This is an optimization exercise on Yosys and OpenROAD, whose aim is small area, not a production implementation. At most, simulation tests tie the RTL to the original design; equivalence was not proved. Only the layout flow was run in run 6; the RTL was not checked for function there. No activity file was given, so power comes from the tool's default toggle rates.

<file path="flow/flow/run.sh">
#!/bin/bash
# Standard layout, with two changes made through ORFS's own variables:
#  * the port buffers are sky130_fd_sc_hd__buf_1 (every port still gets one);
#  * clock tree synthesis runs without dummy loads, with clkbuf_4 buffers
#    driving sink clusters of at most 10 flip-flops within 45 um.
# Each step's full output is in orfs/logs/; make's own output is in make.log.
set -euo pipefail
cts_args="-sink_clustering_enable -repair_clock_nets -dont_use_dummy_load"
cts_args="$cts_args -buf_list sky130_fd_sc_hd__clkbuf_4 -sink_clustering_size 10 -sink_clustering_max_diameter 45"
bash standard.sh \
    "BUFFER_PORTS_ARGS=-buffer_cell sky130_fd_sc_hd__buf_1" \
    "CTS_ARGS=$cts_args" \
    finish > make.log 2>&1
</file>
<file path="flow/standard.sh">
#!/bin/bash
# synth_recipe.tcl (not shown) runs the flow's synth.tcl, then flattens the netlist and writes it again
# the make line also repeats each setting of config.mk as NAME=value (left out here)
make -C /OpenROAD-flow-scripts/flow DESIGN_CONFIG=/design/flow/config.mk WORK_HOME=/design/flow/orfs CLKGATE_MAP_FILE= SYNTH_SCRIPT=/design/flow/synth_recipe.tcl "${@:-finish}"
</file>
<file path="flow/config.mk">
export PLATFORM = sky130hd
export DESIGN_NAME = pms_codec
export DESIGN_NICKNAME = pms_codec
export VERILOG_FILES = /design/flow/design.v
export SDC_FILE = /design/flow/constraint.sdc
export NUM_CORES = 4
export LEC_CHECK = 0
export CAP_MARGIN = 20
export CORE_MARGIN = 2
export CORE_UTILIZATION = 85
export SLEW_MARGIN = 20
export SYNTH_HIERARCHICAL = 1
</file>
<file path="flow/constraint.sdc">
create_clock -name core_clock -period 12.0 [get_ports {clk}]
set_input_delay 2.4000 -clock core_clock [delete_from_list [all_inputs] [get_ports {clk}]]
set_output_delay 2.4000 -clock core_clock [all_outputs]
set_load 0.01 [all_outputs]
</file>
<file path="flow/design.v">
module pms_codec #(
    parameter STRICT_LEN = 0
) (
    input             clk,
    input             rst,         
    input             req_valid,
    input      [31:0] req,
    output reg        rsp_valid,
    output reg [15:0] rsp_data
);
    localparam [7:0] START1 = 8'h42;
    localparam [7:0] START2 = 8'h4D;
    wire [3:0] func = req[31:28];
    wire fire = req_valid && !rst;
    wire mid_zero  = (req[27:8] == 20'd0);
    wire is_push   = fire && (func == 4'h1) && mid_zero;
    wire is_clr    = fire && (func == 4'h2) && mid_zero && (req[7:0] == 8'd0);
    wire is_decode = fire && (func == 4'h3) && mid_zero && (req[7:0] == 8'd0);
    wire is_encode = fire && (func == 4'h4) && (req[27:24] == 4'd0);
    wire is_regrd  = fire && (func == 4'h5) && mid_zero;
    wire [7:0] byte_in = req[7:0];
    reg [5:0]  rx_cnt;
    reg        rx_ovf;
    reg        d_done;
    reg        d_ok;
    reg        good;           
    reg [12:0] acc;            
    reg [7:0]  stage [0:23];   
    reg [15:0] meas  [0:11];
    wire cnt_full = rx_cnt[5];               
    wire push_in  = is_push && !cnt_full;
    wire at0      = (rx_cnt[4:0] == 5'd0);
    wire at1      = (rx_cnt[4:0] == 5'd1);
    wire at30     = (rx_cnt[4:0] == 5'd30);
    wire at31     = (rx_cnt[4:0] == 5'd31);
    wire m_st1  = (byte_in == START1);
    wire m_st2  = (byte_in == START2);
    wire m_cshi = (byte_in == {3'd0, acc[12:8]});
    wire m_cslo = (byte_in == acc[7:0]);
    wire match  = at0 ? m_st1 : at1 ? m_st2 : at30 ? m_cshi : at31 ? m_cslo : 1'b1;
    wire good_nxt = (at0 || good) && match;
    wire frame_ok = cnt_full && !rx_ovf && good;
    always @(posedge clk) begin
        if (rst) begin
            rx_ovf <= 1'b0;
            d_done <= 1'b0;
            d_ok   <= 1'b0;
        end else if (is_push) begin
            if (cnt_full)
                rx_ovf <= 1'b1;
        end else if (is_clr) begin
            rx_ovf <= 1'b0;
        end else if (is_decode) begin
            d_done <= 1'b1;
            d_ok   <= frame_ok;
            rx_ovf <= 1'b0;
        end
    end
    wire       cnt_clr = rst || is_clr || is_decode;
    wire [5:0] cnt_t;
    wire [4:0] cnt_s;
    assign cnt_t[0] = push_in;
    genvar gn;
    generate
        for (gn = 0; gn < 5; gn = gn + 1) begin : g_cnt
            pms_ha u_ha (.a(rx_cnt[gn]), .b(cnt_t[gn]), .s(cnt_s[gn]), .co(cnt_t[gn + 1]));
        end
    endgenerate
    always @(posedge clk)
        rx_cnt <= {6{!cnt_clr}} & {rx_cnt[5] | cnt_t[5], cnt_s};
    always @(posedge clk) begin
        if (push_in)
            good <= good_nxt;
    end
    wire [12:0] acc_a = acc & {13{!at0}};
    wire [7:0]  acc_b = byte_in & {8{push_in && !at30 && !at31}};
    wire [13:0] acc_c;
    wire [12:0] acc_nxt;
    assign acc_c[0] = 1'b0;
    genvar ga;
    generate
        for (ga = 0; ga < 13; ga = ga + 1) begin : g_acc
            if (ga == 0)
                pms_ha u_ha (.a(acc_a[ga]), .b(acc_b[ga]), .s(acc_nxt[ga]), .co(acc_c[ga + 1]));
            else if (ga < 8)
                pms_fa u_fa (.a(acc_a[ga]), .b(acc_b[ga]), .c(acc_c[ga]),
                             .s(acc_nxt[ga]), .co(acc_c[ga + 1]));
            else
                pms_ha u_ha (.a(acc_a[ga]), .b(acc_c[ga]), .s(acc_nxt[ga]), .co(acc_c[ga + 1]));
        end
    endgenerate
    always @(posedge clk)
        acc <= acc_nxt;
    wire shift_in = push_in && (rx_cnt[4:2] != 3'b111);
    integer i;
    always @(posedge clk) begin
        if (shift_in) begin
            for (i = 0; i < 23; i = i + 1)
                stage[i] <= stage[i + 1];
            stage[23] <= byte_in;
        end
    end
    integer k;
    always @(posedge clk) begin
        if (is_decode && frame_ok) begin
            for (k = 0; k < 12; k = k + 1)
                meas[k] <= {stage[2 * k], stage[2 * k + 1]};
        end
    end
    reg        tx_valid;
    reg [1:0]  tx_op;       
    reg [15:0] tx_data;
    wire [7:0] enc_op = req[23:16];
    wire op_ok = (enc_op == 8'hE1) || (enc_op == 8'hE2) || (enc_op == 8'hE4);
    always @(posedge clk) begin
        if (rst)
            tx_valid <= 1'b0;
        else if (is_encode)
            tx_valid <= op_ok;
    end
    always @(posedge clk) begin
        if (is_encode) begin
            tx_op   <= {enc_op[2], enc_op[2] | enc_op[1]};
            tx_data <= req[15:0];
        end
    end
    wire [7:0] tx_opb = {5'b11100, tx_op[1], tx_op[0] & ~tx_op[1], ~tx_op[0]};
    wire [8:0] cs_c;
    wire [7:0] cs_s;
    wire [9:0] tx_csum;
    assign cs_c[0] = tx_op[0];
    genvar gc;
    generate
        for (gc = 0; gc < 8; gc = gc + 1) begin : g_cs
            pms_fa u_fa (.a(tx_data[8 + gc]), .b(tx_data[gc]), .c(cs_c[gc]),
                         .s(cs_s[gc]), .co(cs_c[gc + 1]));
        end
    endgenerate
    wire cs_q2, cs_q3, cs_q4, cs_q8;
    wire cs_q5 = cs_s[4] | cs_q4;
    wire cs_q6 = cs_s[5] | cs_q5;
    wire cs_q7 = cs_s[6] | cs_q6;
    assign tx_csum[0] = cs_s[0];
    pms_ha    u_cs1 (.a(cs_s[1]), .b(tx_op[1]), .s(tx_csum[1]), .co(cs_q2));
    pms_ha    u_cs2 (.a(cs_s[2]), .b(cs_q2), .s(tx_csum[2]), .co(cs_q3));
    pms_ha    u_cs3 (.a(cs_s[3]), .b(cs_q3), .s(tx_csum[3]), .co(cs_q4));
    pms_xnor2 u_cs4 (.a(cs_s[4]), .b(cs_q4), .y(tx_csum[4]));
    pms_xnor2 u_cs5 (.a(cs_s[5]), .b(cs_q5), .y(tx_csum[5]));
    pms_xnor2 u_cs6 (.a(cs_s[6]), .b(cs_q6), .y(tx_csum[6]));
    pms_ha    u_cs7 (.a(cs_s[7]), .b(cs_q7), .s(tx_csum[7]), .co(cs_q8));
    pms_xnor2 u_cs8 (.a(cs_c[8]), .b(cs_q8), .y(tx_csum[8]));
    assign tx_csum[9] = cs_c[8] | cs_q8;
    reg [4:0] rd_num;
    always @(posedge clk) begin
        rd_num <= {req[4], req[4] ? req[3] : req[5], req[2:0]};
        if (rst)
            rsp_valid <= 1'b0;
        else
            rsp_valid <= is_regrd;
    end
    wire [11:0] sm;                  
    wire [6:0]  st;                  
    wire [2:0]  ss;                  
    genvar gs;
    generate
        for (gs = 0; gs < 12; gs = gs + 1) begin : g_sm
            if (gs < 8)
                assign sm[gs] = rd_num[4] && !rd_num[3] && (rd_num[2:0] == gs);
            else
                assign sm[gs] = rd_num[4] && rd_num[3] && (rd_num[1:0] == gs - 8);
        end
        for (gs = 0; gs < 6; gs = gs + 1) begin : g_st
            assign st[gs] = !rd_num[4] && rd_num[3] && (rd_num[2:0] == gs);
        end
    endgenerate
    assign st[6] = !rd_num[4] && rd_num[3] && (rd_num[2:1] == 2'b11);
    assign ss[0] = !rd_num[4] && !rd_num[3] && (rd_num[1:0] == 2'd0);
    assign ss[1] = !rd_num[4] && !rd_num[3] && (rd_num[1:0] == 2'd1);
    assign ss[2] = !rd_num[4] && !rd_num[3] && rd_num[1];
    genvar gb, gk;
    generate
        for (gb = 0; gb < 8; gb = gb + 1) begin : g_hi
            wire [3:0] n;
            for (gk = 0; gk < 4; gk = gk + 1) begin : g_k
                pms_aoi222 u_aoi (
                    .a1(sm[3 * gk]),     .a2(meas[3 * gk][8 + gb]),
                    .b1(sm[3 * gk + 1]), .b2(meas[3 * gk + 1][8 + gb]),
                    .c1(sm[3 * gk + 2]), .c2(meas[3 * gk + 2][8 + gb]),
                    .y(n[gk]));
            end
            always @(*) rsp_data[8 + gb] = ~&n;
        end
    endgenerate
    wire [7:0] tx_cs_hi = {6'd0, tx_csum[9:8]};
    wire [7:0] stat0 = {6'd0, d_ok, d_done};
    wire [7:0] stat1 = {rx_ovf, 1'b0, rx_cnt};
    wire [7:0] const_lo = {st[2], st[0] | st[1] | st[2], st[2], 1'b0, st[1],
                           st[1] | st[2] & tx_opb[2], st[0] | st[2] & tx_opb[1],
                           st[1] | st[2] & tx_opb[0]};
    generate
        for (gb = 0; gb < 8; gb = gb + 1) begin : g_lo
            wire [5:0] n;
            for (gk = 0; gk < 4; gk = gk + 1) begin : g_k
                pms_aoi222 u_aoi (
                    .a1(sm[3 * gk]),     .a2(meas[3 * gk][gb]),
                    .b1(sm[3 * gk + 1]), .b2(meas[3 * gk + 1][gb]),
                    .c1(sm[3 * gk + 2]), .c2(meas[3 * gk + 2][gb]),
                    .y(n[gk]));
            end
            pms_aoi222 u_tx (
                .a1(st[3]), .a2(tx_data[8 + gb]),
                .b1(st[4]), .b2(tx_data[gb]),
                .c1(st[6]), .c2(tx_csum[gb]),
                .y(n[4]));
            assign n[5] = ~(st[5] & tx_cs_hi[gb] | ss[0] & stat0[gb] |
                            ss[1] & stat1[gb] | ss[2] & (gb == 0 ? tx_valid : 1'b0));
            always @(*) rsp_data[gb] = ~&n | const_lo[gb];
        end
    endgenerate
endmodule
module pms_aoi222 (
    input  a1, a2, b1, b2, c1, c2,
    output y
);
    assign y = ~(a1 & a2 | b1 & b2 | c1 & c2);
endmodule
module pms_fa (
    input  a, b, c,
    output s, co
);
    assign s  = a ^ b ^ c;
    assign co = a & b | c & (a ^ b);
endmodule
module pms_ha (
    input  a, b,
    output s, co
);
    assign s  = a ^ b;
    assign co = a & b;
endmodule
module pms_xnor2 (
    input  a, b,
    output y
);
    assign y = ~(a ^ b);
endmodule
</file>
==> impl_results.md, run 1 <==
* Status: stopped before the end
* Fail Step: 3_5_place_dp
* Err: [ERROR DPL-0033] detailed placement checks failed during check placement.
* DP Wirelength at 31600 um
* YS warnings at 11
* Area leader, netlist: edfxtp_1
* Async SR Flop Fraction at 0%
* Library cells used by synthesis at 45
* Number of synthesized flops with an enable pin at slightly above 400
* Syn nets at just under 800
* Overall die height at 137 um
* Port buffer count at 51
* Synthesized area at 15100 um2
* GPL Wtd Cong at 0.889
* Most used DFF post-synth: edfxtp_1
* Syn avg cell area at 20.8 um2
* Die X at 137 um
* Row count at 48
* Initial Util at 87.1%
* Seq cells post-synth at 432
* Ports at 52
* Seq/Total Area, Yosys at approximately 84%
* Synth top area share at 80.3%
* Ranking of synthesized cells by area: edfxtp_1 80%, a222oi_1 4.8%, dfxtp_1 3.9%, fa_1 2.0%, ha_1 1.2%
* Cells after Synth at between 700 and 800
## per-module statistics from Yosys (local to each module, per instance)
module	flops+latches	cells inside	copies in the design	cell area (um2)
pms_ha	0	1	15	12.5
pms_codec	432	618	1	13800
pms_fa	0	1	15	20.0
pms_aoi222	0	1	72	10.0
pms_xnor2	0	1	4	8.76
## worst max-delay path by stage
stage / from / end / slack [ns]
floorplan: req[25] / stage[0][0] / 0.17
global placement: req[12] / acc[12] / 4.76
## synth_stat cells, types with 2 or more instances
master,count
or3_1,3
inv_1,5
o21ai_0,7
fa_1,15
nand2_1,11
and4b_1,2
and2_1,13
nand3_1,6
nand4_1,17
ha_1,15
nor4_1,8
and3_1,7
o2111ai_1,2
clkbuf_1,5
a21oi_1,8
xnor2_1,5
nor2b_1,16
nor3_1,12
or2_2,3
edfxtp_1,403
nor2_1,21
nand2b_1,3
a222oi_1,72
dfxtp_1,29
xor2_1,13
nand3b_1,3
and4_1,2
## logic make-up after synthesis
group,share of synthesized area [%]
buf+inv,0.249
compound gates,5.78
flops,84.2
simple gates,5.35
xor+xnor,1.05
mux,0.141
fa+ha+maj,3.24
## per-stage QoR
stage | hold WS [ns] | area [um2] | std cells
2_1_floorplan | 0.400 | 15100 | 724
3_3_place_gp | 0.405 | 15700 | 1010
## power groups by stage
stage / sequential [mW] / combinational (mW) / clock (mW)
after global placement: 1.66 / 0.0540 / 0
after floorplan: 1.66 / 0.0285 / 0
==> run 2: changes to the inputs <==
--- a/flow/config.mk
+++ b/flow/config.mk
@@ -8,5 +8,5 @@
 export CAP_MARGIN = 20
 export CORE_MARGIN = 2
-export CORE_UTILIZATION = 85
+export CORE_UTILIZATION = 90
 export SLEW_MARGIN = 20
 export SYNTH_HIERARCHICAL = 1
==> run 2 against run 1 <==
Effect of this change:
- the flow again stops in 3_5_place_dp
- area after synthesis did not move
- synthesized cell count unchanged
==> impl_results.md, run 2 <==
* Count leader, synth: edfxtp_1
* Overall die height at approximately 130 um
* Synth top area share at 80.3%
* Status: stopped before the end
* Syn avg cell area at 20.8 um2
* Seq/Total Area, Yosys at 84.2%
* Seq cells post-synth at 432
* GPL Wtd Cong at 0.910
* Err: [ERROR DPL-0033] detailed placement checks failed during check placement.
* DP Wirelength at 34400 um
* Area leader, netlist: edfxtp_1
* Synthesized area at around 15000 um2
* Number of synthesized flops with an enable pin at 403
* Library cells used by synthesis at 45
* Initial Util at 91.5%
* YS warnings at 11
* Synth top cells by count: 403 x edfxtp_1, 72 x a222oi_1, 29 x dfxtp_1
* Most used DFF post-synth: edfxtp_1
* Row count at 47
* Ranking of synthesized cells by area: edfxtp_1 80%, a222oi_1 4.8%, dfxtp_1 3.9%, fa_1 2.0%, ha_1 1.2%
* Ports at 52
* Port buffer count at 51
* Die X at 133 um
* Cells after Synth at 724
* Async SR Flop Fraction at 0%
* Syn nets at about 790
* Fail Step: 3_5_place_dp
## run 2: cell counts after synthesis
No cell type changed its count.
## run 2: cells by family after synthesis
family / after synthesis / share of synthesized area [%]
multiplexers: 2 / 0.141
AO/OA/AOI/OAI: 96 / 5.78
buffers and inverters: 10 / 0.249
adder cells (fa/ha/maj): 30 / 3.24
XOR/XNOR: 18 / 1.05
flip-flops: 432 / 84.2
AND/OR/NAND/NOR: 136 / 5.35
## run 2: per-module statistics from Yosys, one instance, submodules excluded
| module | cell area [um2] | cells | flip-flops and latches |
|---|---|---|---|
| pms_ha | 12.5 | 1 | 0 |
| pms_aoi222 | 10.0 | 1 | 0 |
| pms_codec | 13800 | 618 | 432 |
| pms_xnor2 | 8.76 | 1 | 0 |
| pms_fa | 20.0 | 1 | 0 |
## run 2: power by group through the flow
stage / combinational (mW) / sequential, mW / clock [mW]
global placement: 0.0539 / 1.66 / 0
floorplan: 0.0285 / 1.66 / 0
## run 2: worst max path at each step
stage / startpoint / endpoint / slack, ns
global placement: req[18] / acc[12] / 4.78
floorplan: req[25] / stage[0][0] / 0.17
## run 2: per-stage QoR
stage,setup WS [ns],hold slack (ns),instances,area (um2),power (mW)
after floorplan,0.172,0.400,724,15100,1.68
after global placement,4.78,0.407,1008,15700,1.71
==> run 3: changes to the inputs <==
--- a/flow/config.mk
+++ b/flow/config.mk
@@ -8,5 +8,5 @@
 export CAP_MARGIN = 20
 export CORE_MARGIN = 2
-export CORE_UTILIZATION = 90
+export CORE_UTILIZATION = 60
 export SLEW_MARGIN = 20
 export SYNTH_HIERARCHICAL = 1
==> run 3 against run 2 <==
Effect of this change:
- the run now finishes clean
- synthesized cell count unchanged
- area after synthesis unchanged
==> impl_results.md, run 3 <==
* Antenna violations before repair at 2
* Cells after Synth at around 720
* Post-CTS resize count at 0
* Post-Synth Adder-Cell Area at 3.24%
* Final Max Slew Viols at 0
* Vias at 7336
* Async SR Flop Fraction at 0%
* DRT antenna net count at 0
* Mux share of post-synthesis cell area at less than 1%
* Pin count of the biggest net entering global routing at 193
* Reg2reg path depth at 16
* Row count at 57
* Core area at between 20000 and 25000 um2
* Port buffer count at 51
* Compound-gate portion of the synthesized area at 5.78%
* Overflow after GRT at 0
* Max-cap violations at 0
* # Post-CTS Setup Buffers at 0
* Share of layout cells above drive strength 1 at approximately 9.7%
* 1st-pass router iterations at 6
* Ranking of synthesized cells by area: edfxtp_1 80%, a222oi_1 4.8%, dfxtp_1 3.9%, fa_1 2.0%, ha_1 1.2%
* YS warnings at 11
* Largest family of logic cells by synthesized area: compound AO/OA/AOI/OAI gates
* CTS tree: built
* R2r setup slk at 6.15 ns
* Final Critical Period at approximately 8 ns
* Final Cycle Share at about two thirds
* Nets at between 900 and 1000
* Pwr per Cell Area at 142 nW/um2
* XOR/XNOR Fraction of Synth Area at 1.05%
* Area grow syn2layout at 7.51%
* LEAKAGE at approximately 5.1 nW
* Seq cells post-synth at 432
* Maximum vdd drop at 0.0752 mV
* Reg2reg end: acc[12]
* Synthesized area at approximately 15000 um2
* Max FO, Critical Path at 3
* Clock tree sinks at about 430
* Longest Clk Path Bufs at 3
* Residual DRC at 0
* All-layer global routing usage at 21.7%
* Vias in the first global route at about 7300
* H-tree depth at 2
* DR iter-0 viols at 896
* CTS buffer count at between 50 and 60
* Routed wire length at between 20000 and 30000 um
* Setup Viol. Count Final at 0
* Syn avg cell area at 20.8 um2
* Later-pin clock latency in the skew report at roughly 0.69 ns
* Post-layout power at approximately 2.3 mW
* Worst hold path stage count at 0
* Die X at 162 um
* Slew HR at 27.4%
* Layout Cells excl Fill at 1161
* Number of synthesized flops with an enable pin at 403
* Synth Area in Simple Gates at 5.35%
* Critical path type: flop to output port
* Clock Tree Root: clkbuf_4
* Hold Path Origin: stage[20][0]
* CP required at between 9 and 10 ns
* WP data arrival at approximately 5.5 ns
* Syn nets at between 700 and 800
* Startpoint Class: flop
* Area leader, netlist: edfxtp_1
* Synth top cells by count: 403 x edfxtp_1, 72 x a222oi_1, 29 x dfxtp_1
* Full die area at roughly 26000 um2
* Most common cell after layout, fill and taps aside: edfxtp_1
* Worst setup EP type: output port
* Placed Instances at ~1100
* Reg2reg start: rx_cnt[2]
* Initial Util at 61.6%
* DR vias/cell at 6.32
* Worst setup margin at 4.12 ns
* Pre-CTS WS at about 4.6 ns
* Overall die height at 162 um
* Placed cell area at 15800 um2
* Setup TNS at 0 ns
* Largest regs: meas x192, stage x192, tx_data x16
* Post-CTS Hold Fix Bufs at 0
* DP Wirelength at 17100 um
* Seq/Total Area, Yosys at 84.2%
* Worst Hold Class: flop to flop
* RSZ-0062 raised after global routing: false
* Synth top area share at between 80% and 90%
* Clk slew on worst S/H paths at around 0.10 ns
* Library cells used by synthesis at 45
* Status: finished clean
* Drt wl/cell at 24.2 um
* Fmax at 127 MHz
* Clock Skew at 0.0539 ns
* Commonest cells after routing, fill and taps aside: 403 x edfxtp_1, 72 x a222oi_1, 51 x clkbuf_4, 51 x buf_1, 29 x dfxtp_1
* Worst-Margin Slew at 1.09 ns
* Design Area, Final at approximately 16000 um2
* Ports at 52
* Most used DFF post-synth: edfxtp_1
* Count leader, synth: edfxtp_1
* WHS Endpoint: meas[10][8]
* Final Hold Fails at 0
* GPL Wtd Cong at 0.844
* First-pass GRT wire length at between 40000 and 50000 um
-- run 3: worst max path at each step --
stage	startpoint	end	slack [ns]	cells after the start
6_report	tx_op[0]	rsp_data[7]	4.12	12
5_1_grt	tx_data[8]	rsp_data[7]	3.96	12
4_1_cts	tx_data[8]	rsp_data[7]	4.08	12
3_5_place_dp	req[18]	acc[12]	4.63	19
3_3_place_gp	req[13]	acc[12]	4.69	19
2_1_floorplan	req[25]	stage[0][0]	0.17	5
-- run 3: per-layer routing --
metal  wire, um  global-route usage [%]  up-vias
met3       1980                    4.56       55
met5          0                       0        -
met2      13400                    33.8      289
met1      12100                    31.7     3708
li1           -                       -     3284
met4        581                    6.40        0
-- run 3: area by class of cell --
class / count / area [um2]
inverter: 5 / 23.8
sequential: 432 / 12700
clock buffer: 51 / 383
antenna: 1 / 2.50
multi-input combinational: 282 / 2380
timing repair buffer: 66 / 317
fill: 1664 / 8270
tap: 324 / 405
-- run 3: per-stage QoR --
step	utilization (%)	hold slack, ns
floorplan	-	0.400
global placement	64.6	0.407
detailed placement	64.6	0.408
CTS	66.2	0.393
global route	66.2	0.409
finish	66.2	0.416
-- run 3: power breakdown --
group | switching, mW | internal (mW)
Clock | 0.420 | 0.195
Sequential | 0.00256 | 1.62
Combinational | 0.0377 | 0.0193
-- run 3: critical path, cell delays in order, from the launching register on --
cell	delay, ns
edfxtp_1	0.48
fa_1	0.42
fa_1	0.39
fa_1	0.40
fa_1	0.41
fa_1	0.40
fa_1	0.39
fa_1	0.39
fa_1	0.45
ha_1	0.30
a222oi_1	0.34
nand4_1	0.24
buf_1	0.19
-- run 3: Yosys stat by module (local to each module, per instance) --
module,cells inside,flip-flops and latches
pms_codec,618,432
pms_fa,1,0
pms_ha,1,0
pms_aoi222,1,0
pms_xnor2,1,0
-- run 3: cell families after synthesis --
kind of cell	count (synthesis)
DFF	432
xor gates and xnor gates	18
muxes	2
adders and majority gates	30
buffers and inverters	10
AOI/OAI and AO/OA	96
and+or+nand+nor	136
==> run 4: changes to the inputs <==
--- a/flow/config.mk
+++ b/flow/config.mk
@@ -8,5 +8,5 @@
 export CAP_MARGIN = 20
 export CORE_MARGIN = 2
-export CORE_UTILIZATION = 60
+export CORE_UTILIZATION = 80
 export SLEW_MARGIN = 20
 export SYNTH_HIERARCHICAL = 1
==> run 4 against run 3 <==
Effect of this change:
- first-iteration DRC count rose by 27%
- clock skew is 0.0042 ns higher
- area after synthesis did not move
- sequential share of layout area grew 0.71 points
- critical path type unchanged
- worst hold slack got worse by 0.0070 ns
- count of clock-buffer cells in the layout fell by 2
==> impl_results.md, run 4 <==
* Status: finished clean
* Slowest cell on crit path: fa_1
* Clk slew on worst S/H paths at 0.10 ns
* # Post-CTS Setup Buffers at 0
* Ports at 52
* Post-CTS Hold Fix Bufs at 0
* Commonest cells after routing, fill and taps aside: 403 x edfxtp_1, 72 x a222oi_1, 51 x buf_1
* Routed wire length at 27300 um
* Count leader, synth: edfxtp_1
* Clock Skew at 0.0581 ns
* Full die area at 19900 um2
* Vias at around 7500
* Most common cell after layout, fill and taps aside: edfxtp_1
* Nets at 898
* Overflow after GRT at 0
* Critical path type: flop to output port
* 1st-pass router iterations at 8
* Die X at 141 um
* DR iter-0 viols at 1139
* Final Critical Period at a little under 8 ns
* Seq/Total Area, Yosys at a little over four fifths
* Synthesized area at 15100 um2
* Row count at 50
* Drt wl/cell at 25.6 um
* Slew HR at 30.7%
* Seq cells post-synth at 432
* Port buffer count at 51
* DRT antenna net count at 0
* LEAKAGE at around 5 nW
* All-layer global routing usage at 27.9%
* WP data arrival at 5.55 ns
* Library cells used by synthesis at 45
* Startpoint Class: flop
* Share of layout cells above drive strength 1 at about a tenth
* Area leader, netlist: edfxtp_1
* Fmax at 126 MHz
* CTS tree: built
* Async SR Flop Fraction at 0%
* First-pass GRT wire length at 40800 um
* Ranking of synthesized cells by area: edfxtp_1 80%, a222oi_1 4.8%, dfxtp_1 3.9%, fa_1 2.0%, ha_1 1.2%
* Residual DRC at 0
* Core area at about 19000 um2
* Worst setup EP type: output port
* Most used DFF post-synth: edfxtp_1
* Post-layout power at 2.27 mW
* DP Wirelength at 16800 um
* Syn nets at just under 800
* Pwr per Cell Area at 142 nW/um2
* Final hold slack at about 0.4 ns
* Max-cap violations at 0
* Worst path cell trace: fa_1 > fa_1 > fa_1 > fa_1 > fa_1 > fa_1 > fa_1 > fa_1 > ha_1 > a222oi_1 > nand4_1 > buf_1
* Pin count of the biggest net entering global routing at 110
* Setup Viol. Count Final at 0
* Cell mode on critical path: fa_1
* Overall die height at 141 um
* Maximum vdd drop at 0.0981 mV
* Max FO, Critical Path at 2
* Multi-input logic area at 2390 um2
* DR vias/cell at 7.02
* Later-pin clock latency in the skew report at ~0.68 ns
* RSZ-0062 raised after global routing: false
* Fill cells at 771
* Final Max Slew Viols at 0
* YS warnings at 11
* H-tree depth at 2
* Slowest stage delay, CP at 0.48 ns
* Synth top area share at 80.3%
* CTS buffer count at 49
* Vias in the first global route at 7397
* FF+latch area at 12700 um2
* Worst-Margin Slew at a little over 1 ns
* Worst Hold Class: flop to flop
* Final Hold Fails at 0
* Initial Util at 81.1%
* Setup TNS at 0 ns
* Area grow syn2layout at 6.55%
* GPL Wtd Cong at roughly 0.88
* Syn avg cell area at 20.8 um2
* Clock tree sinks at 432
* Clock Tree Root: clkbuf_4
* Post-CTS resize count at 0
* Number of synthesized flops with an enable pin at approximately 400
* Antenna violations before repair at 1
* Longest Clk Path Bufs at 3
* Final Cycle Share at between 60 and 70%
* Largest regs: meas x192, stage x192, tx_data x16
* Synth top cells by count: 403 x edfxtp_1, 72 x a222oi_1, 29 x dfxtp_1
* CP required at 9.60 ns
* Cells after Synth at slightly above 700
## run 4: critical path, delay by kind of cell (launching register included)
kind                     cells  cell delay [ns]
AO/OA/AOI/OAI                1             0.40
buffers and inverters        1             0.19
AND/OR/NAND/NOR              1             0.25
adder cells (fa/ha/maj)      9             3.61
flip-flops                   1             0.46
## run 4: path summary, 6_finish.rpt
path,slack [ns],end,start,depth (start not counted)
setup reg to reg,6.14,acc[12],rx_cnt[2],16
setup / recovery,4.05,rsp_data[7],tx_data[8],12
hold / removal,0.41,meas[0][10],stage[0][2],0
hold reg to reg,0.41,meas[0][10],stage[0][2],0
## run 4: stage by stage
step                worst slack [ns]  utilization (%)  area, um2  cells
detailed placement              4.60             84.3      15700   1016
global route                    3.94             86.4      16000   1066
finish                          4.05             86.4      16000   1066
floorplan                      0.172                -      15100    724
global placement                4.78             84.3      15700   1016
CTS                             4.10             86.3      16000   1065
## run 4: power by group
part	total (mW)	leakage, nW	internal, mW	switching (mW)
registers	1.62	3.86	1.62	0.00277
clock network	0.591	0.225	0.188	0.403
logic	0.0564	0.948	0.0189	0.0375
## run 4: area by class of cell
cell class / count / share of cell area [%]
antenna: 1 / 0.0156
timing repair buffer: 63 / 1.80
tap: 234 / 1.82
sequential: 432 / 79.0
multi-input combinational: 282 / 14.9
clock buffer: 49 / 2.29
inverter: 5 / 0.148
## run 4: modules after synthesis, one instance, submodules excluded
module	copies in the design	cells	area, um2
pms_aoi222	72	1	10.0
pms_codec	1	618	13800
pms_fa	15	1	20.0
pms_ha	15	1	12.5
pms_xnor2	4	1	8.76
## run 4: logic make-up after synthesis
family	share of synthesized area [%]
simple gates	5.35
fa+ha+maj	3.24
buf+inv	0.249
compound gates	5.78
flops	84.2
xor+xnor	1.05
mux	0.141
## run 4: routing by layer
metal	share of wire (%)	global-route usage [%]	wire length, um	up-vias
met5	0	0	0	-
met1	40	40.9	11000	3733
met2	48	43.9	13200	430
met3	9.1	5.77	2470	52
met4	2.2	8.95	605	0
li1	-	-	-	3265
==> run 5: changes to the inputs <==
==> flow/run.sh (new file) <==
#!/bin/bash
# synth_recipe.tcl (not shown) runs the flow's synth.tcl, then flattens the netlist and writes it again
# the make line also repeats each setting of config.mk as NAME=value (left out here)
make -C /OpenROAD-flow-scripts/flow DESIGN_CONFIG=/design/flow/config.mk WORK_HOME=/design/flow/orfs CLKGATE_MAP_FILE= SYNTH_SCRIPT=/design/flow/synth_recipe.tcl finish
--- a/flow/config.mk
+++ b/flow/config.mk
@@ -8,5 +8,8 @@
 export CAP_MARGIN = 20
 export CORE_MARGIN = 2
-export CORE_UTILIZATION = 80
+export CORE_UTILIZATION = 40
+export CTS_BUF_LIST = sky130_fd_sc_hd__clkbuf_8
+export CTS_CLUSTER_DIAMETER = 60
+export CTS_CLUSTER_SIZE = 20
 export SLEW_MARGIN = 20
 export SYNTH_HIERARCHICAL = 1
removed: flow/flow/run.sh
removed: flow/standard.sh
==> run 5 against run 4 <==
Effect of this change:
- sequential share of layout area fell by 4.3 points
- fmax decreased by 3.9%
- global-route usage is 14 points lower
- die area grew 97%
- utilization is 41 points lower
- cell area is 5.7% higher
- clock power increased by about 20%
- first-iteration DRC count fell by 12%
- via count shrank 4.3%
- synthesized cell count did not move
- area after synthesis unchanged
- critical endpoint unchanged
- largest power group unchanged
- highest routed layer unchanged
==> impl_results.md, run 5 <==
* Clock tree sinks at 432
* Library cells used by synthesis at 45
* Synth top cells by count: 403 x edfxtp_1, 72 x a222oi_1, 29 x dfxtp_1
* Worst-Margin Slew at roughly 1.1 ns
* YS warnings at 11
* Seq cells post-synth at 432
* Synth top area share at 80.3%
* Overflow after GRT at 0
* CTS buffer count at 28
* Clock Tree Root: clkbuf_8
* Final Critical Period at between 8 and 9 ns
* Final Cycle Share at 68.9%
* Reg2reg path depth at 16
* Slowest cell on crit path: clkdlybuf4s50_1
* Vias in the first global route at 7151
* RSZ-0062 raised after global routing: false
* Die X at 198 um
* Worst path cell trace: fa_1 > fa_1 > fa_1 > fa_1 > fa_1 > fa_1 > fa_1 > fa_1 > ha_1 > a222oi_1 > nand4_1 > clkdlybuf4s50_1
* Worst setup margin at approximately 3.7 ns
* Clock Skew at 0.0239 ns
* Most used DFF post-synth: edfxtp_1
* Synthesized area at 15100 um2
* Worst setup EP type: output port
* All-layer global routing usage at 14.3%
* Longest Clk Path Bufs at 3
* CTS tree: built
* DP Wirelength at 17400 um
* Reg2reg start: rx_cnt[2]
* Setup Viol. Count Final at 0
* Share of layout cells above drive strength 1 at 8.70%
* Commonest cells after routing, fill and taps aside: 403 x edfxtp_1, 72 x a222oi_1, 51 x clkdlybuf4s50_1
* Count leader, synth: edfxtp_1
* DRT antenna net count at 0
* Async SR Flop Fraction at 0%
* CP required at 9.60 ns
* Post-layout power at around 2.4 mW
* Final Hold Fails at 0
* LEAKAGE at 5.30 nW
* Ranking of synthesized cells by area: edfxtp_1 80%, a222oi_1 4.8%, dfxtp_1 3.9%, fa_1 2.0%, ha_1 1.2%
* Routed wire length at between 20000 and 30000 um
* Max-cap violations at 0
* Row count at 71
* Area grow syn2layout at 12.6%
* Pin count of the biggest net entering global routing at around 190
* Later-pin clock latency in the skew report at 0.60 ns
* Overall die height at roughly 200 um
* Setup TNS at 0 ns
* Antenna violations before repair at 1
* Fmax at 121 MHz
* Maximum vdd drop at about 0.083 mV
* Slowest stage delay, CP at 0.56 ns
* Ports at 52
* DR iter-0 viols at 1006
* Status: finished clean
* Crit. Startpoint: tx_op[0]
* Vias at 7159
* Startpoint Class: flop
* Top Family by Delay on Critical Path: adder cells
* Syn nets at 789
* Final Max Slew Viols at 0
* Max FO, Critical Path at 3
* Critical path type: flop to output port
* Number of cells on the critical path at 12
* Clk slew on worst S/H paths at 0.11 ns
* Initial Util at around two fifths
* # Post-CTS Setup Buffers at 0
* Pwr per Cell Area at 142 nW/um2
* Worst Hold Class: flop to flop
* Critical Path End: rsp_data[7]
* Post-CTS resize count at 0
* Cells after Synth at 724
* Port buffer count at slightly above 50
* Area leader, netlist: edfxtp_1
* Seq/Total Area, Yosys at 84.2%
* Residual DRC at 0
* Pre-CTS WS at 4.27 ns
* CP Buf/Inv Count at 1
* Core area at 37400 um2
* 1st-pass router iterations at 7
* Post-CTS Hold Fix Bufs at 0
* Full die area at 39200 um2
* Nets at around 880
* Syn avg cell area at 20.8 um2
* Drt wl/cell at 21.0 um
* Final hold slack at 0.428 ns
* GPL Wtd Cong at roughly 0.80
* Cell mode on critical path: fa_1
* WP data arrival at 5.87 ns
* DR vias/cell at 5.30
* Number of synthesized flops with an enable pin at 403
* H-tree depth at 1
* Most common cell after layout, fill and taps aside: edfxtp_1
* First-pass GRT wire length at 42300 um
* Slew HR at 28.6%
* Reg2reg end: acc[12]
* R2r setup slk at between 6 and 7 ns
* Largest regs: meas x192, stage x192, tx_data x16
==> run 5: cell counts after synthesis <==
No cell type changed its count.
==> run 5: report_power, final <==
| group | switching (mW) | internal [mW] |
|---|---|---|
| logic | 0.0388 | 0.0346 |
| registers | 0.00254 | 1.62 |
| clock network | 0.456 | 0.251 |
==> run 5: worst min path at each step <==
stage | cells past startpoint | to | startpoint | slack, ns
finish | 0 | meas[0][10] | stage[0][2] | 0.43
global route | 0 | meas[0][10] | stage[0][2] | 0.43
CTS | 0 | meas[0][10] | stage[0][2] | 0.43
detailed placement | 0 | meas[0][11] | stage[0][3] | 0.41
global placement | 0 | meas[0][11] | stage[0][3] | 0.40
floorplan | 0 | meas[0][10] | stage[0][2] | 0.40
==> run 5: metal layers <==
metal	GRT usage, %	share of wire (%)	vias to the layer above	routed length, um
met3	2.83	6.6	40	1880
met4	3.82	2.0	0	567
li1	-	-	3239	-
met5	0	0	-	0
met1	20.4	44	3641	12600
met2	22.6	47	239	13300
==> run 5: cell type report <==
type | instances | area, um2
fill | 3149 | 20400
sequential | 432 | 12700
multi-input combinational | 282 | 2380
timing repair buffer | 69 | 678
tap | 511 | 639
clock buffer | 31 | 427
clock inverter | 20 | 129
inverter | 5 | 23.8
antenna | 1 | 2.50
==> run 5: per-module statistics from Yosys, one instance, submodules excluded <==
| module | cells | flip-flops and latches | cell area (um2) | times used |
|---|---|---|---|---|
| pms_codec | 618 | 432 | 13800 | 1 |
| pms_fa | 1 | 0 | 20.0 | 15 |
| pms_ha | 1 | 0 | 12.5 | 15 |
| pms_aoi222 | 1 | 0 | 10.0 | 72 |
| pms_xnor2 | 1 | 0 | 8.76 | 4 |
==> run 5: stage by stage <==
| step | utilization, % | instance area [um2] | std cells |
|---|---|---|---|
| final | 45.4 | 17000 | 1351 |
| after global routing | 45.3 | 17000 | 1350 |
| after CTS | 45.3 | 16900 | 1349 |
| after detailed placement | 43.8 | 16400 | 1298 |
| after global placement | 43.8 | 16400 | 1298 |
| after floorplan | - | 15100 | 724 |
==> run 5: logic make-up after synthesis <==
| family | count (synthesis) | synth area share, % |
|---|---|---|
| DFF | 432 | 84.2 |
| and+or+nand+nor | 136 | 5.35 |
| AOI/OAI and AO/OA | 96 | 5.78 |
| adders and majority gates | 30 | 3.24 |
| xor gates and xnor gates | 18 | 1.05 |
| buffers and inverters | 10 | 0.249 |
| muxes | 2 | 0.141 |
==> run 5: worst register-to-register path, stage by stage, from the launching register on <==
cell     delay [ns]
dfxtp_1        0.39
or4_1          0.57
nor2_1         0.74
nor2b_1        0.11
ha_1           0.25
fa_1           0.38
fa_1           0.39
fa_1           0.39
fa_1           0.38
fa_1           0.40
fa_1           0.39
fa_1           0.37
ha_1           0.19
ha_1           0.18
ha_1           0.18
ha_1           0.18
ha_1           0.26
==> run 6: changes to the inputs <==
--- a/flow/design.v
+++ b/flow/design.v
@@ -162,20 +162,30 @@
     wire [6:0]  st;                  
     wire [2:0]  ss;                  
+    wire [3:0] p2;
+    assign p2[0] = !rd_num[1] && !rd_num[0];
+    assign p2[1] = !rd_num[1] &&  rd_num[0];
+    assign p2[2] =  rd_num[1] && !rd_num[0];
+    assign p2[3] =  rd_num[1] &&  rd_num[0];
+    wire [1:0] g_m = {rd_num[4] && !rd_num[3] && rd_num[2], rd_num[4] && !rd_num[3] && !rd_num[2]};
+    wire       g_h = rd_num[4] && rd_num[3];
+    wire [1:0] g_t = {!rd_num[4] && rd_num[3] && rd_num[2], !rd_num[4] && rd_num[3] && !rd_num[2]};
+    wire       g_s = !rd_num[4] && !rd_num[3];
     genvar gs;
     generate
-        for (gs = 0; gs < 12; gs = gs + 1) begin : g_sm
-            if (gs < 8)
-                assign sm[gs] = rd_num[4] && !rd_num[3] && (rd_num[2:0] == gs);
-            else
-                assign sm[gs] = rd_num[4] && rd_num[3] && (rd_num[1:0] == gs - 8);
+        for (gs = 0; gs < 8; gs = gs + 1) begin : g_sm
+            pms_and2 u_sel (.a(g_m[gs / 4]), .b(p2[gs % 4]), .y(sm[gs]));
+        end
+        for (gs = 0; gs < 4; gs = gs + 1) begin : g_sh
+            pms_and2 u_sel (.a(g_h), .b(p2[gs]), .y(sm[8 + gs]));
         end
         for (gs = 0; gs < 6; gs = gs + 1) begin : g_st
-            assign st[gs] = !rd_num[4] && rd_num[3] && (rd_num[2:0] == gs);
-        end
-    endgenerate
-    assign st[6] = !rd_num[4] && rd_num[3] && (rd_num[2:1] == 2'b11);
-    assign ss[0] = !rd_num[4] && !rd_num[3] && (rd_num[1:0] == 2'd0);
-    assign ss[1] = !rd_num[4] && !rd_num[3] && (rd_num[1:0] == 2'd1);
-    assign ss[2] = !rd_num[4] && !rd_num[3] && rd_num[1];
+            pms_and2 u_sel (.a(g_t[gs / 4]), .b(p2[gs % 4]), .y(st[gs]));
+        end
+        for (gs = 0; gs < 2; gs = gs + 1) begin : g_ss
+            pms_and2 u_sel (.a(g_s), .b(p2[gs]), .y(ss[gs]));
+        end
+    endgenerate
+    pms_and2 u_st6 (.a(g_t[1]), .b(rd_num[1]), .y(st[6]));
+    pms_and2 u_ss2 (.a(g_s), .b(rd_num[1]), .y(ss[2]));
     genvar gb, gk;
     generate
@@ -245,2 +255,8 @@
     assign y = ~(a ^ b);
 endmodule
+module pms_and2 (
+    input  a, b,
+    output y
+);
+    assign y = a & b;
+endmodule
==> flow/flow/run.sh (new file) <==
#!/bin/bash
# Standard layout, with two changes made through ORFS's own variables:
#  * the port buffers are sky130_fd_sc_hd__buf_1 (every port still gets one);
#  * clock tree synthesis runs without dummy loads.
# Each step's full output is in orfs/logs/; make's own output is in make.log.
set -euo pipefail
cts_args="-sink_clustering_enable -repair_clock_nets -dont_use_dummy_load"
cts_args="$cts_args -buf_list sky130_fd_sc_hd__clkbuf_4 -sink_clustering_size 10 -sink_clustering_max_diameter 45"
bash standard.sh \
    "BUFFER_PORTS_ARGS=-buffer_cell sky130_fd_sc_hd__buf_1" \
    "CTS_ARGS=$cts_args" \
    finish > make.log 2>&1
==> flow/standard.sh (new file) <==
#!/bin/bash
# synth_recipe.tcl (not shown) runs the flow's synth.tcl, then flattens the netlist and writes it again
# the make line also repeats each setting of config.mk as NAME=value (left out here)
make -C /OpenROAD-flow-scripts/flow DESIGN_CONFIG=/design/flow/config.mk WORK_HOME=/design/flow/orfs CLKGATE_MAP_FILE= SYNTH_SCRIPT=/design/flow/synth_recipe.tcl "${@:-finish}"
--- a/flow/config.mk
+++ b/flow/config.mk
@@ -9,7 +9,4 @@
 export CORE_MARGIN = 2
 export CORE_UTILIZATION = 40
-export CTS_BUF_LIST = sky130_fd_sc_hd__clkbuf_8
-export CTS_CLUSTER_DIAMETER = 60
-export CTS_CLUSTER_SIZE = 20
 export SLEW_MARGIN = 20
 export SYNTH_HIERARCHICAL = 1
removed: flow/run.sh
==> run 6 against run 5 <==
Effect of this change:
- fmax up 5.4%
- sequential power about the same
- non-clock buffer count shrank 1
- largest cell class unchanged
- still clean
- power fell by 4.1%
- global-route usage up 0.42 points
- combinational power decreased by 21%
- largest power group unchanged
- setup slack gained 0.42 ns
- wire length grew 0.34%
- register-to-register slack better by 0.25 ns
- critical path depth increased by 1
==> impl_results.md, run 6 <==
* Ranking of synthesized cells by area: edfxtp_1 80%, a222oi_1 4.8%, dfxtp_1 3.8%, fa_1 2.0%, and2_1 1.2%
* Initial Util at roughly two fifths
* CP Buf/Inv Count at 1
* Critical path type: flop to output port
* Final Critical Period at around 7.8 ns
* Final Hold Fails at 0
* Final Max Slew Viols at 0
* 1st-pass router iterations at 7
* Full die area at slightly below 40000 um2
* Pwr per Cell Area at around 140 nW/um2
* # Post-CTS Setup Buffers at 0
* Grt peak-use layer: met2
* DR vias/cell at about 5.4
* Area grow syn2layout at 9.31%
* Core area at 37500 um2
* Top Family by Delay on Critical Path: adder cells
* Most common cell after layout, fill and taps aside: edfxtp_1
* Cells after Synth at ~720
* Seq cells post-synth at 432
* YS warnings at 11
* Number of synthesized flops with an enable pin at 403
* Setup Viol. Count Final at 0
* Pin count of the biggest net entering global routing at 193
* First-pass GRT wire length at 43300 um
* Port buffer count at 51
* Residual DRC at 0
* Largest regs: meas x192, stage x192, tx_data x16
* Maximum vdd drop at slightly above 0.06 mV
* Drt wl/cell at around 21 um
* Die X at between 150 and 200 um
* Max FO, Critical Path at 2
* WP data arrival at 5.45 ns
* Synthesized area at roughly 15000 um2
* CTS buffer count at 52
* Commonest cells after routing, fill and taps aside: 403 x edfxtp_1, 72 x a222oi_1, 52 x clkbuf_4
* Status: finished clean
* Synth top area share at between 70 and 80%
* Post-CTS resize count at 0
* Final hold slack at 0.373 ns
* CP required at 9.60 ns
* LEAKAGE at ~5.2 nW
* Slowest stage delay, CP at approximately 0.46 ns
* Worst-Margin Slew at around 1.1 ns
* Count leader, synth: edfxtp_1
* Ports at 52
* DRT antenna net count at 0
* Routed wire length at around 28000 um
* Crit. Startpoint: tx_data[8]
* GPL Wtd Cong at around 0.75
* Slowest cell on crit path: fa_1
* Synth top cells by count: 403 x edfxtp_1, 72 x a222oi_1, 30 x and2_1
* Share of layout cells above drive strength 1 at a little over 10%
* H-tree depth at 2
* Vias at 7261
* Post-CTS Hold Fix Bufs at 0
* All-layer global routing usage at 14.7%
* Reg2reg start: rx_cnt[2]
* Syn avg cell area at 21.1 um2
* Clock Tree Root: clkbuf_4
* Seq/Total Area, Yosys at 83.7%
* Clock Skew at roughly 0.095 ns
* Overflow after GRT at 0
* Fmax at about 130 MHz
* RSZ-0062 raised after global routing: false
* Setup TNS at 0 ns
* Slew HR at 25.9%
* Clock tree sinks at 432
* Cell mode on critical path: fa_1
* Worst setup EP type: output port
* Row count at between 70 and 80
* Fill cells at 3299
* Worst Hold Class: flop to flop
* Max-cap violations at 0
* Nets at 903
* Syn nets at 783
* Met2 Resource Use GR at 22.2%
* Antenna violations before repair at 1
* Most used DFF post-synth: edfxtp_1
* Async SR Flop Fraction at 0%
* Clk slew on worst S/H paths at between 0.1 and 0.15 ns
* Final Cycle Share at between 60% and 70%
* Vias in the first global route at 7417
* GRT met1 Usage at a little over a fifth
* CTS tree: built
* Longest Clk Path Bufs at 3
* DR iter-0 viols at 860
* Area leader, netlist: edfxtp_1
* DP Wirelength at 16800 um
* Hold Path Origin: stage[0][6]
* Startpoint Class: flop
* Later-pin clock latency in the skew report at 0.73 ns
* Library cells used by synthesis at 54
* Met3 Track Usage GR at 3.29%
* Overall die height at 199 um
* Worst path cell trace: fa_1 > fa_1 > fa_1 > fa_1 > fa_1 > fa_1 > fa_1 > fa_1 > ha_1 > o21ai_0 > nor4bb_1 > o211ai_1 > buf_1
==> run 6: kinds of logic (layout without fill, tap and decap cells) <==
kind of cell,count (synthesis),count (layout),share of synthesized area [%]
xor gates and xnor gates,18,18,1.04
adders and majority gates,30,30,3.22
DFF,432,432,83.7
and+or+nand+nor,138,138,6.05
AOI/OAI and AO/OA,90,90,5.54
buffers and inverters,7,125,0.190
muxes,3,3,0.207
other,0,1,0
==> run 6: path summary, 6_finish.rpt <==
kind | slack [ns] | cells after the start | endpoint
worst max register to register | 6.41 | 16 | acc[12]
worst min-delay path | 0.37 | 0 | meas[0][14]
worst min register to register | 0.37 | 0 | meas[0][14]
worst max-delay path | 4.15 | 13 | rsp_data[1]
==> run 6: metrics by stage <==
stage / util (%) / worst slack [ns] / power (mW) / std cells / area [um2]
3_5_place_dp: 43.0 / 4.61 / 1.72 / 1294 / 16100
3_3_place_gp: 43.0 / 4.75 / 1.71 / 1294 / 16100
6_report: 44.2 / 4.15 / 2.31 / 1348 / 16600
4_1_cts: 44.1 / 4.09 / 2.34 / 1346 / 16500
5_1_grt: 44.2 / 3.82 / 2.40 / 1348 / 16600
2_1_floorplan: - / 2.36 / 1.68 / 718 / 15200
==> run 6: power breakdown <==
part	internal (mW)	switching, mW	total, mW
registers	1.62	0.00112	1.62
logic	0.0202	0.0379	0.0580
clock network	0.199	0.427	0.626
total	1.84	0.466	2.31
==> run 6: layout make-up <==
class	count	area (um2)	area share, %
Antenna cell	1	2.50	0.0151
Tap cell	511	639	3.86
Multi-Input combinational cell	279	2450	14.8
Clock buffer	52	390	2.36
Sequential cell	432	12700	76.6
Inverter	5	20.0	0.121
Timing Repair Buffer	68	364	2.20
==> run 6: per-module statistics from Yosys (local to each module, per instance) <==
module	copies in the design	flops+latches
pms_fa	15	0
pms_codec	1	432
pms_aoi222	72	0
pms_ha	15	0
pms_and2	22	0
pms_xnor2	4	0
==> run 6: worst register-to-register path, delay by kind of cell, from the launching register on <==
family | cells | cell delay, ns
adder cells (fa/ha/maj) | 13 | 3.95
flip-flops | 1 | 0.39
AND/OR/NAND/NOR | 3 | 1.16
==> run 6: routing by layer <==
metal | part of all wire, % | wire, um
met1 | 45 | 12800
met2 | 45 | 12800
met3 | 7.4 | 2110
met4 | 2.8 | 805
met5 | 0 | 0

==> static timing again, ports no longer ideal <==
The flow's constraints put no driver on any port. The routed layouts listed below were extracted and timed again, unchanged, in two steps. Step 1 (the two cells are an assumption about what drives the block):
set clk [get_ports {clk}]
set_driving_cell -lib_cell sky130_fd_sc_hd__clkbuf_16 $clk
set_driving_cell -lib_cell sky130_fd_sc_hd__buf_2 [delete_from_list [all_inputs] $clk]
Step 2, shift: input delay + t, output delay - t, t = (earliest + latest rising clock arrival at the registers) / 2. This alone moves slack from input paths to output paths. a / b / c = no drivers / after step 1 / after step 2; a / b = the first two.
| run | shift t [ns] | slack for setup (ns) | hold WS [ns] | pins driven straight from the clock port |
|---|---|---|---|---|
| run 3 | 0.700 | 4.124 / 4.083 / 4.630 | 0.416 / 0.416 / 0.416 | 1 |
| run 4 | 0.689 | 4.052 / 4.012 / 4.584 | 0.409 / 0.409 / 0.409 | 1 |
| run 5 | 0.629 | 3.728 / 3.685 / 4.300 | 0.428 / 0.428 / 0.428 | 1 |
| run 6 | 0.730 | 4.152 / 4.105 / 4.607 | 0.373 / 0.373 / 0.373 | 1 |
After both steps every run listed still meets setup and hold.
